What follows belongs to an exercise in optimizing a design on an open flow for small area, a short achievable clock period and few clock cycles; a production flow would make more cautious choices.
The RTL was checked by simulation tests, not by an equivalence proof against the original design.
Power figures rest on the tool's default switching activity, not on a simulated workload.

Setup of north:
// spse_enc4
module spse_enc4 (
    input  wire         clk,
    input  wire         rst_n,
    input  wire [3:0]   mv_valid,
    output wire [3:0]   mv_ready,
    input  wire [127:0] mv_steps,
    input  wire [3:0]   smp_valid,
    output wire [3:0]   smp_ready,
    input  wire [127:0] smp_ticks,
    output wire [3:0]   desc_valid,
    input  wire [3:0]   desc_ready,
    output wire [127:0] desc_data
);
    genvar g;
    generate
        for (g = 0; g < 4; g = g + 1) begin : g_unit
            spse_unit u (
                .clk(clk), .rst_n(rst_n),
                .mv_valid(mv_valid[g]), .mv_ready(mv_ready[g]),
                .mv_steps(mv_steps[g*32 +: 32]),
                .smp_valid(smp_valid[g]), .smp_ready(smp_ready[g]),
                .smp_ticks(smp_ticks[g*32 +: 32]),
                .desc_valid(desc_valid[g]), .desc_ready(desc_ready[g]),
                .desc_data(desc_data[g*32 +: 32])
            );
        end
    endgenerate
endmodule
Size: about 3000 cells after synthesis, about 420 flip-flops.
==> flow/config.mk <==
export PLATFORM = sky130hd
export DESIGN_NAME = spse_enc4
export DESIGN_NICKNAME = spse_enc4
export VERILOG_FILES = /design/flow/design.v
export SDC_FILE = /design/flow/constraint.sdc
export NUM_CORES = 4
export LEC_CHECK = 0
export CAP_MARGIN = 20
export CORE_MARGIN = 2
export CORE_UTILIZATION = 60
export CTS_BUF_LIST = sky130_fd_sc_hd__clkbuf_16
export CTS_CLUSTER_DIAMETER = 100
export CTS_CLUSTER_SIZE = 30
export SLEW_MARGIN = 20
==> flow/constraint.sdc <==
create_clock -name core_clock -period 11.0 [get_ports {clk}]
set_input_delay 2.2000 -clock core_clock [delete_from_list [all_inputs] [get_ports {clk}]]
set_output_delay 2.2000 -clock core_clock [all_outputs]
set_load 0.01 [all_outputs]
standard.sh (not shown) runs the stock make flow with config.mk's settings and CLKGATE_MAP_FILE= SYNTH_SCRIPT=/design/flow/synth_recipe.tcl, a recipe that flattens the netlist after the stock synthesis.
==> flow/flow/run.sh <==
#!/bin/bash
# The standard layout, with two changes to how it is made:
#  - ports are buffered with buf_1 instead of the flow's default pick
#  - timing repair aims at a setup slack margin (ns) so that the layout is
#    optimised for a shorter period than the 11 ns constraint; the margin
#    for the repair right after synthesis and the one for the later
#    repairs (after CTS and global routing) are read from flow/margins.txt
#    (the constraints themselves are unchanged)
set -euo pipefail
read -r FP_MARGIN LATE_MARGIN < flow/margins.txt
BUF="BUFFER_PORTS_ARGS=-buffer_cell sky130_fd_sc_hd__buf_1"
bash standard.sh floorplan "SETUP_SLACK_MARGIN=${FP_MARGIN}" "$BUF" > standard_make_1.log 2>&1
bash standard.sh finish "SETUP_SLACK_MARGIN=${LATE_MARGIN}" "$BUF" > standard_make_2.log 2>&1
==> flow/flow/margins.txt <==
0 7.5
north: no failed stages, no open violations at the end
Testbench counts of north, summed over its fixed seeds: cycles 2,549.
The inputs of south differ from those of north as listed below.
Settings: CTS_CLUSTER_DIAMETER: 100 -> unset; CORE_UTILIZATION: 60 -> 50; CTS_BUF_LIST: sky130_fd_sc_hd__clkbuf_16 -> sky130_fd_sc_hd__clkbuf_4 sky130_fd_sc_hd__clkbuf_8.
Findings:
Of south and north, north shows the lower met2 wirelength from detailed routing, with south above it. south has more setup slack than north. Going from north to south, routed wire length now larger, power consumed by the clock network +77%, global-route usage moved down. Power for south: 20% up relative to north. Wire length on met1 went up by more than 10% going from north to south.
Inputs modified between south and east:
Settings: swapping sky130_fd_sc_hd__clkbuf_4 sky130_fd_sc_hd__clkbuf_8 for sky130_fd_sc_hd__clkbuf_8 sky130_fd_sc_hd__clkbuf_16 in CTS_BUF_LIST; putting CTS_CLUSTER_DIAMETER at 80 where nothing was set; swapping 50 for 60 in CORE_UTILIZATION; swapping 30 for 20 in CTS_CLUSTER_SIZE.
--- outcome ---
- NOTE: final total power in east falls short of that of south
- Number of diodes added for antenna fixing | east below south
- In the tables for south and east, post-route standard cell area excluding fillers reads higher with south.
- | pre-CTS setup slack | east vs south | 0.16 ns higher |
- Non-clock buffer contribution to total cell area essentially unchanged between east and south.
- Taking south as the reference point, the worst setup slack of east falls by 0.065 ns.
- Final period demand of the worst path in east is 0.065 ns above south.
- Comparing south against east, there is no change at all in number of synthesized register bits.
Edits applied to the flow inputs when going from east to west:
Settings: CTS_BUF_LIST: sky130_fd_sc_hd__clkbuf_8 sky130_fd_sc_hd__clkbuf_16 -> sky130_fd_sc_hd__clkbuf_4 sky130_fd_sc_hd__clkbuf_8; CTS_CLUSTER_SIZE: 20 -> 30; CTS_CLUSTER_DIAMETER: 80 -> unset.
==> flow/flow/margins.txt <==
0 8.0
==> run summary <==
west vs east: count of buffers not belonging to the clock network in the layout up in west. [compare] base=east new=west: via count climbed 4.0%; combinational power went up by about 16%; design area picked up an extra 2400 um^2. The combinational cell fraction of total power reported for west is greater than that of east by 0.4 points. Sort east and west by core utilization asc -> top: east. Going from east to west, worst hold margin fell 0.012 ns; clock power share rose 6.0 points. Cmp east and west / switching power total / lower: east.

## static timing again, ports no longer ideal
No port has a modelled driver above. Below, the same layouts with a new extraction and two added sets of constraints. Step 1 (the two cells are an assumption about what drives the block):
set clk [get_ports {clk}]
set_driving_cell -lib_cell sky130_fd_sc_hd__clkbuf_16 $clk
set_driving_cell -lib_cell sky130_fd_sc_hd__buf_2 [delete_from_list [all_inputs] $clk]
Step 2 times the ports against the registers' clock, not the clock port: input delays grow and output delays shrink by t, the midpoint of the rising clock arrivals with the driver on. Slacks: ideal / step 1 / step 2; pairs: ideal / step 1.
run	shift t [ns]	slack for setup (ns)	latest minus earliest clock arrival (ns)
north	0.621	7.251 / 7.265 / 6.644	0.029 / 0.028
south	0.710	7.338 / 7.357 / 6.647	0.041 / 0.040
east	0.645	7.273 / 7.285 / 6.639	0.029 / 0.029
west	0.709	7.363 / 7.380 / 6.671	0.030 / 0.030
After both steps setup and hold are still met in every run listed. The setup slack of west, which loses most, moves by +0.017 ns with the drivers and by -0.692 ns with both steps.
